Background: an optimization exercise with open tools, aiming at small area and a short achievable clock period. Do not read the settings as production practice. Function was checked by simulation only, so behaviour that the tests miss may differ from the original.

[flow/design.v]
module ppc_block (
    input  wire        clk,
    input  wire        rst,
    input  wire        tick,
    input  wire        sel,
    input  wire        we,
    input  wire [3:0]  addr,
    input  wire [31:0] wdata,
    input  wire [31:0] enc_pos,
    input  wire        enc_dir,
    input  wire [31:0] enc_vel,
    output reg  [31:0] rdata,
    output wire        dir_o,
    output wire        pwm_out_en_o,
    output wire        pwm_gen_en_o,
    output wire [7:0]  duty_pct_o,
    output wire [31:0] pulse_o
);
    reg [31:0] sp_q;
    reg [4:0]  step_q;
    reg [31:0] pos_tick_q;
    reg [7:0]  lnz_q;
    reg        pwm_en_q;
    reg [31:0] rej_val_q;
    reg        ticked_q;
    reg        sat_hi_q;
    reg        wrap8_q;
    reg        step_rej_q;
    reg        acc_err_q;
    wire [31:0] sp1 = sp_q + {{27{step_q[4]}}, step_q};
    wire [31:0] e   = sp1 - enc_pos;
    wire sat_hi = $signed(e) < -32'sd75000;
    wire wrap8  = $signed(e) > 32'sd644999;
    wire [28:0] m   = e[31:3];
    wire        s   = e[31];
    wire        nz3 = |e[2:0];
    wire [12:0] wsum =
          (m[10] ? 13'd399 : 13'd0) + (m[11] ? 13'd173 : 13'd0)
        + (m[12] ? 13'd346 : 13'd0) + (m[13] ? 13'd67  : 13'd0)
        + (m[14] ? 13'd134 : 13'd0) + (m[15] ? 13'd268 : 13'd0)
        + (m[16] ? 13'd536 : 13'd0) + (m[17] ? 13'd447 : 13'd0)
        + (m[18] ? 13'd269 : 13'd0) + (m[19] ? 13'd538 : 13'd0)
        + (m[20] ? 13'd451 : 13'd0) + (m[21] ? 13'd277 : 13'd0)
        + (m[22] ? 13'd554 : 13'd0) + (m[23] ? 13'd483 : 13'd0)
        + (m[24] ? 13'd341 : 13'd0) + (m[25] ? 13'd57  : 13'd0)
        + (m[26] ? 13'd114 : 13'd0) + (m[27] ? 13'd228 : 13'd0)
        + (m[28] ? 13'd169 : 13'd0);
    wire [12:0] ssum = {3'd0, m[9:0]} + wsum + (s ? 13'd624 : 13'd0) + {12'd0, s & nz3};
    wire [3:0] kq = (ssum >= 13'd625)  + (ssum >= 13'd1250) + (ssum >= 13'd1875)
                  + (ssum >= 13'd2500) + (ssum >= 13'd3125) + (ssum >= 13'd3750)
                  + (ssum >= 13'd4375) + (ssum >= 13'd5000) + (ssum >= 13'd5625)
                  + (ssum >= 13'd6250) + (ssum >= 13'd6875);
    wire [7:0] wmul = wsum[7:0] + {wsum[3:0], 4'd0} + {wsum[0], 7'd0};
    wire [7:0] uq   = wmul - {4'd0, kq};
    wire [7:0] u8   = sat_hi ? 8'd15 : uq;
    wire       u_nz = |u8;
    wire [7:0]  duty   = lnz_q[7] ? (8'd0 - lnz_q) : lnz_q;
    wire        dir    = ~lnz_q[7] & (|lnz_q);
    wire [12:0] pulse  = {duty, 4'd0} - {5'd0, duty};       
    wire [31:0] err_q  = ticked_q ? (sp_q - pos_tick_q) : 32'd0;
    wire [7:0]  u8_q   = pwm_en_q ? lnz_q : 8'd0;
    wire rd      = sel & ~we;
    wire step_ok = ($signed(wdata) >= -32'sd11) && ($signed(wdata) <= 32'sd11);
    wire [31:0] vel_s  = enc_dir ? enc_vel : (32'd0 - enc_vel);
    wire [31:0] status = {23'd0, 1'b0, acc_err_q, step_rej_q, wrap8_q,
                          sat_hi_q, duty > 8'd100, ticked_q, dir, pwm_en_q};
    always @(*) begin
        rdata = 32'd0;
        if (!rst && rd) begin
            case (addr)
                4'h0: rdata = {{27{step_q[4]}}, step_q};
                4'h1: rdata = sp_q;
                4'h2: rdata = pos_tick_q;
                4'h3: rdata = enc_pos;
                4'h4: rdata = err_q;
                4'h5: rdata = {{24{u8_q[7]}}, u8_q};
                4'h6: rdata = {24'd0, duty};
                4'h7: rdata = {17'd0, pulse, 2'd0};
                4'h8: rdata = status;
                4'h9: rdata = rej_val_q;
                4'hA: rdata = vel_s;
                default: rdata = 32'd0;
            endcase
        end
    end
    always @(posedge clk) begin
        if (rst) begin
            sp_q       <= 32'd2000000000;
            pos_tick_q <= 32'd0;
            lnz_q      <= 8'd0;
            pwm_en_q   <= 1'b0;
            ticked_q   <= 1'b0;
            sat_hi_q   <= 1'b0;
            wrap8_q    <= 1'b0;
        end else if (tick) begin
            sp_q       <= sp1;
            pos_tick_q <= enc_pos;
            ticked_q   <= 1'b1;
            sat_hi_q   <= sat_hi;
            wrap8_q    <= wrap8;
            pwm_en_q   <= u_nz;
            if (u_nz) lnz_q <= u8;
        end
    end
    always @(posedge clk) begin
        if (rst) begin
            step_q     <= 5'd0;
            rej_val_q  <= 32'd0;
            step_rej_q <= 1'b0;
            acc_err_q  <= 1'b0;
        end else if (sel) begin
            if (we) begin
                if (addr == 4'h0) begin
                    if (step_ok) begin
                        step_q <= wdata[4:0];
                    end else begin
                        step_rej_q <= 1'b1;
                        rej_val_q  <= wdata;
                    end
                end else if (addr == 4'h8) begin
                    if (wdata[6]) step_rej_q <= 1'b0;
                    if (wdata[7]) acc_err_q  <= 1'b0;
                end else begin
                    acc_err_q <= 1'b1;
                end
            end else if (addr > 4'hA) begin
                acc_err_q <= 1'b1;
            end
        end
    end
    assign dir_o        = dir;
    assign pwm_out_en_o = pwm_en_q;
    assign pwm_gen_en_o = pwm_en_q;
    assign duty_pct_o   = duty;
    assign pulse_o      = {17'd0, pulse, 2'd0};
endmodule
[flow/run.sh]
#!/bin/bash
# synth_recipe.tcl (not shown) runs the flow's synth.tcl, then flattens the netlist and writes it again
# the make line also repeats each setting of config.mk as NAME=value (left out here)
make -C /OpenROAD-flow-scripts/flow DESIGN_CONFIG=/design/flow/config.mk WORK_HOME=/design/flow/orfs CLKGATE_MAP_FILE= SYNTH_SCRIPT=/design/flow/synth_recipe.tcl finish
[flow/config.mk]
export PLATFORM = sky130hd
export DESIGN_NAME = ppc_block
export DESIGN_NICKNAME = ppc_block
export VERILOG_FILES = /design/flow/design.v
export SDC_FILE = /design/flow/constraint.sdc
export NUM_CORES = 4
export LEC_CHECK = 0
export CAP_MARGIN = 20
export CORE_MARGIN = 2
export CORE_UTILIZATION = 40
export SLEW_MARGIN = 20
[flow/constraint.sdc]
create_clock -name core_clock -period 55.0 [get_ports {clk}]
set_input_delay 11.0000 -clock core_clock [delete_from_list [all_inputs] [get_ports {clk}]]
set_output_delay 11.0000 -clock core_clock [all_outputs]
set_load 0.01 [all_outputs]
==> reports/metrics.yaml <==
synthCells: 2072
rr_startpoint: "sp_q[0]$_SDFFE_PP0P_"
cpMostUsedCell: "nor3_1"
dr_total_vias: 15675
crit_path_max_fanout: 5
period_share_pct: 47.2
setup_viol: 0
wirelength_um: 53800
die_area_sq_um: 42700
ys_ff_latch: 115
worstPathArrival_ps: 14940
path_clk_slew_ps: 50
cp.required_ps: 44000
clock-sinks: 115
ctsResizeCount: 0
min_period_ps: 25940
final_cell_mix: "228 x inv_1, 215 x nor2_1, 181 x ha_1, 158 x clkdlybuf4s50_1, 153 x a21oi_1"
core-area_sq_um: 40600
fill_cells: 4077
cts_buffer_depth: 2
critPathBufInv: 2
synth_area_leader_cell: "dfxtp_1"
slew_violations: 0
synth_edf_count: 0
netlist_area_sq_um: 16400
cts_hold_buf: 0
avgViaCountPerCell: 5.72
syn_avg_cell_area_sq_um: 7.92
reg2reg_slack_ps: 37990
multi_input_area_sq_um: 12800
synth_warnings: 1
setup_ws_ps: 29060
regArea_sq_um: 2300
dr.pass1.iters: 5
synth_ff_type: "dfxtp_1"
initial_utilization_pct: 40.4
grt.total_usage_pct: 25.1
grt_pass1_vias: 15140
fin_nets: 2547
final_common_cell: "inv_1"
fin_util_pct: 46.8
die_w_um: 207
outcome: "finished clean"
cts_root_buf: "clkbuf_16"
max_cap_violations: 0
worstSetupEndpointType: "output port"
worstSkewPairLatency_ps: 440
instances_no_fill: 2740
area_delta_synth_final_pct: 16.0
grt_pass1_wl_um: 83800
cp.depth: 14
crit_path_cell_trace: "clkdlybuf4s50_1, nor3_1, nand2_1, nor3_1, and3b_1, nand2_1, or4_1, nor3_1, a21oi_1, xnor2_1, o2111ai_1, a21oi_1, nor2_1, clkdlybuf4s50_1"
gp_congestion: 0.935
path_class: "input pin to output port"
ios: 181
dp_cells: 2707
final.setup_skew_ps: 8.94
cts_tree: "built"
ff2ff_path_depth: 68
rows: 74
port_buffers: 161
finalSetupTns_ps: 0
drt.antenna.violating_nets: 0
worstHoldPathType: "flip-flop to flip-flop"
grt_antenna_before_repair: 0
regToRegEndpoint: "lnz_q[6]$_SDFFE_PP0P_"
synth.area.top_cells: "dfxtp_1 14%, ha_1 14%, fa_1 8.1%"
cts_buffers: 17
hold_violations: 0
grt_max_degree: 68
post-cts-setup-buffers: 0
slowest_stage: "or4_1"
grt_overflow_total: 0
startpoint: "enc_vel[2]"
rsz0062_at_grt: "false"
crit_path_end: "rdata[29]"
synth_top_area_share_pct: 14.0
drive_gt1_share_pct: 4.85
dp_hpwl_um: 43400
drt_drc_violations_left: 0
wire_per_inst_um: 19.6
ys_async_sr_fraction_pct: 0
crit_path_start_kind: "input pin"
drt-initial-drc-count: 1477
worst_pin_slew_ps: 1130
crit_family: "simple AND/OR/NAND/NOR gates"
fp.dieH_um: 207
synth.distinct_cells: 101
slowest_delay_ps: 510
ys_seq_area_share_pct: 14.0
pre_cts_ws_ps: 28850
slew_headroom_pct: 24.3
cts_max_level: 4
clock.fmax_mhz: 38.6
[synth_stat cells, types with 6 or more instances]
cell and count:
a22oi_1 57, nand2b_1 22, nor4_1 25, buf_4 24
ha_1 181, and2_1 17, xor2_1 53, nand4_1 23
xnor2_1 113, a41oi_1 6, a222oi_1 10, nor3_1 44
buf_6 6, a211oi_1 8, a21o_1 47, nand2_1 75
o211ai_1 13, mux2i_1 97, fa_1 66, a21oi_1 153
clkbuf_1 54, or4_1 6, o21a_1 21, inv_1 228
and3_1 19, nor2_1 216, nor2b_1 30, o21ai_0 67
or2_2 9, o21bai_1 23, o2111ai_1 24, dfxtp_1 115
nand3_1 38, a31oi_1 20, o31ai_1 7, a221oi_1 17
[cell families (layout without fill, tap and decap cells)]
group | count (synthesis) | count (layout) | synth area share, %
AOI/OAI and AO/OA | 562 | 562 | 24.1
xor gates and xnor gates | 168 | 168 | 9.10
adders and majority gates | 248 | 248 | 21.9
buffers and inverters | 323 | 440 | 8.25
DFF | 115 | 115 | 14.0
muxes | 99 | 99 | 6.05
other | 1 | 20 | 0.0229
and+or+nand+nor | 556 | 556 | 16.5
[per-layer routing]
metal	vias up	share of wire, %	routed length [um]	track usage [%]
met2	532	44	23800	39.7
li1	7626	-	-	-
met1	7464	47	25300	35.9
met5	-	0	0	0
met3	53	7.1	3810	3.58
met4	0	1.7	937	5.84
[layout make-up]
class / count / share of cell area (%)
Clock buffer: 19 / 2.33
Tap cell: 532 / 3.50
Inverter: 229 / 4.52
Antenna cell: 1 / 0.0131
Clock inverter: 13 / 0.960
Sequential cell: 115 / 12.1
Timing Repair Buffer: 179 / 9.13
Multi-Input combinational cell: 1652 / 67.5
[sequential cells by signal, summed over array words and instances (netlist names)]
| signal | flops |
|---|---|
| pos_tick_q | 32 |
| rej_val_q | 32 |
| sp_q | 32 |
| lnz_q | 8 |
| step_q | 5 |
| acc_err_q | 1 |
| pwm_en_q | 1 |
| sat_hi_q | 1 |
| step_rej_q | 1 |
| ticked_q | 1 |
| wrap8_q | 1 |
[worst min-delay path by stage]
stage / depth (start not counted) / slack, ps / from / endpoint
floorplan: 2 / 450 / sat_hi_q$_SDFFE_PP0P_ / sat_hi_q$_SDFFE_PP0P_
global placement: 2 / 460 / step_rej_q$_SDFFE_PP0P_ / step_rej_q$_SDFFE_PP0P_
detailed placement: 2 / 470 / step_rej_q$_SDFFE_PP0P_ / step_rej_q$_SDFFE_PP0P_
CTS: 2 / 470 / step_rej_q$_SDFFE_PP0P_ / step_rej_q$_SDFFE_PP0P_
global route: 2 / 490 / step_rej_q$_SDFFE_PP0P_ / step_rej_q$_SDFFE_PP0P_
finish: 2 / 480 / step_rej_q$_SDFFE_PP0P_ / step_rej_q$_SDFFE_PP0P_
[tightest hold or removal path, cell delays in order, from the launching register on]
cell     delay (ps)
dfxtp_1         300
o21ai_0          60
a21oi_1          60
[metrics by stage]
stage	hold WS (ps)	cell area, sq um
2_1_floorplan	452	16500
3_3_place_gp	464	18400
3_5_place_dp	466	18400
4_1_cts	474	19000
5_1_grt	493	19000
6_report	478	19000

port drivers added, routing unchanged:
In the flow no input, the clock included, has a driving cell. The finished layout below was timed again as built, in two steps. Step 1: set_driving_cell puts a clkbuf_16 on clk and a buf_2 on each other input, an assumption about the parent block. Step 2 times the ports against the registers' clock, not the clock port: input delays grow and output delays shrink by t, the midpoint of the rising clock arrivals with the driver on. Slacks: no drivers / after step 1 / after step 2; pairs: no drivers / after step 1.
t, ns: 0.481
setup slack, ns: 29.062 / 29.038 / 28.844
worst setup path at the end: input to register
worst data-port slew with drivers (ns): 0.05
cell pins on the clock port's net: 1
After both steps this run still meets setup and hold. The setup slack of this run moves by -0.024 ns with the drivers and by -0.218 ns with both steps.
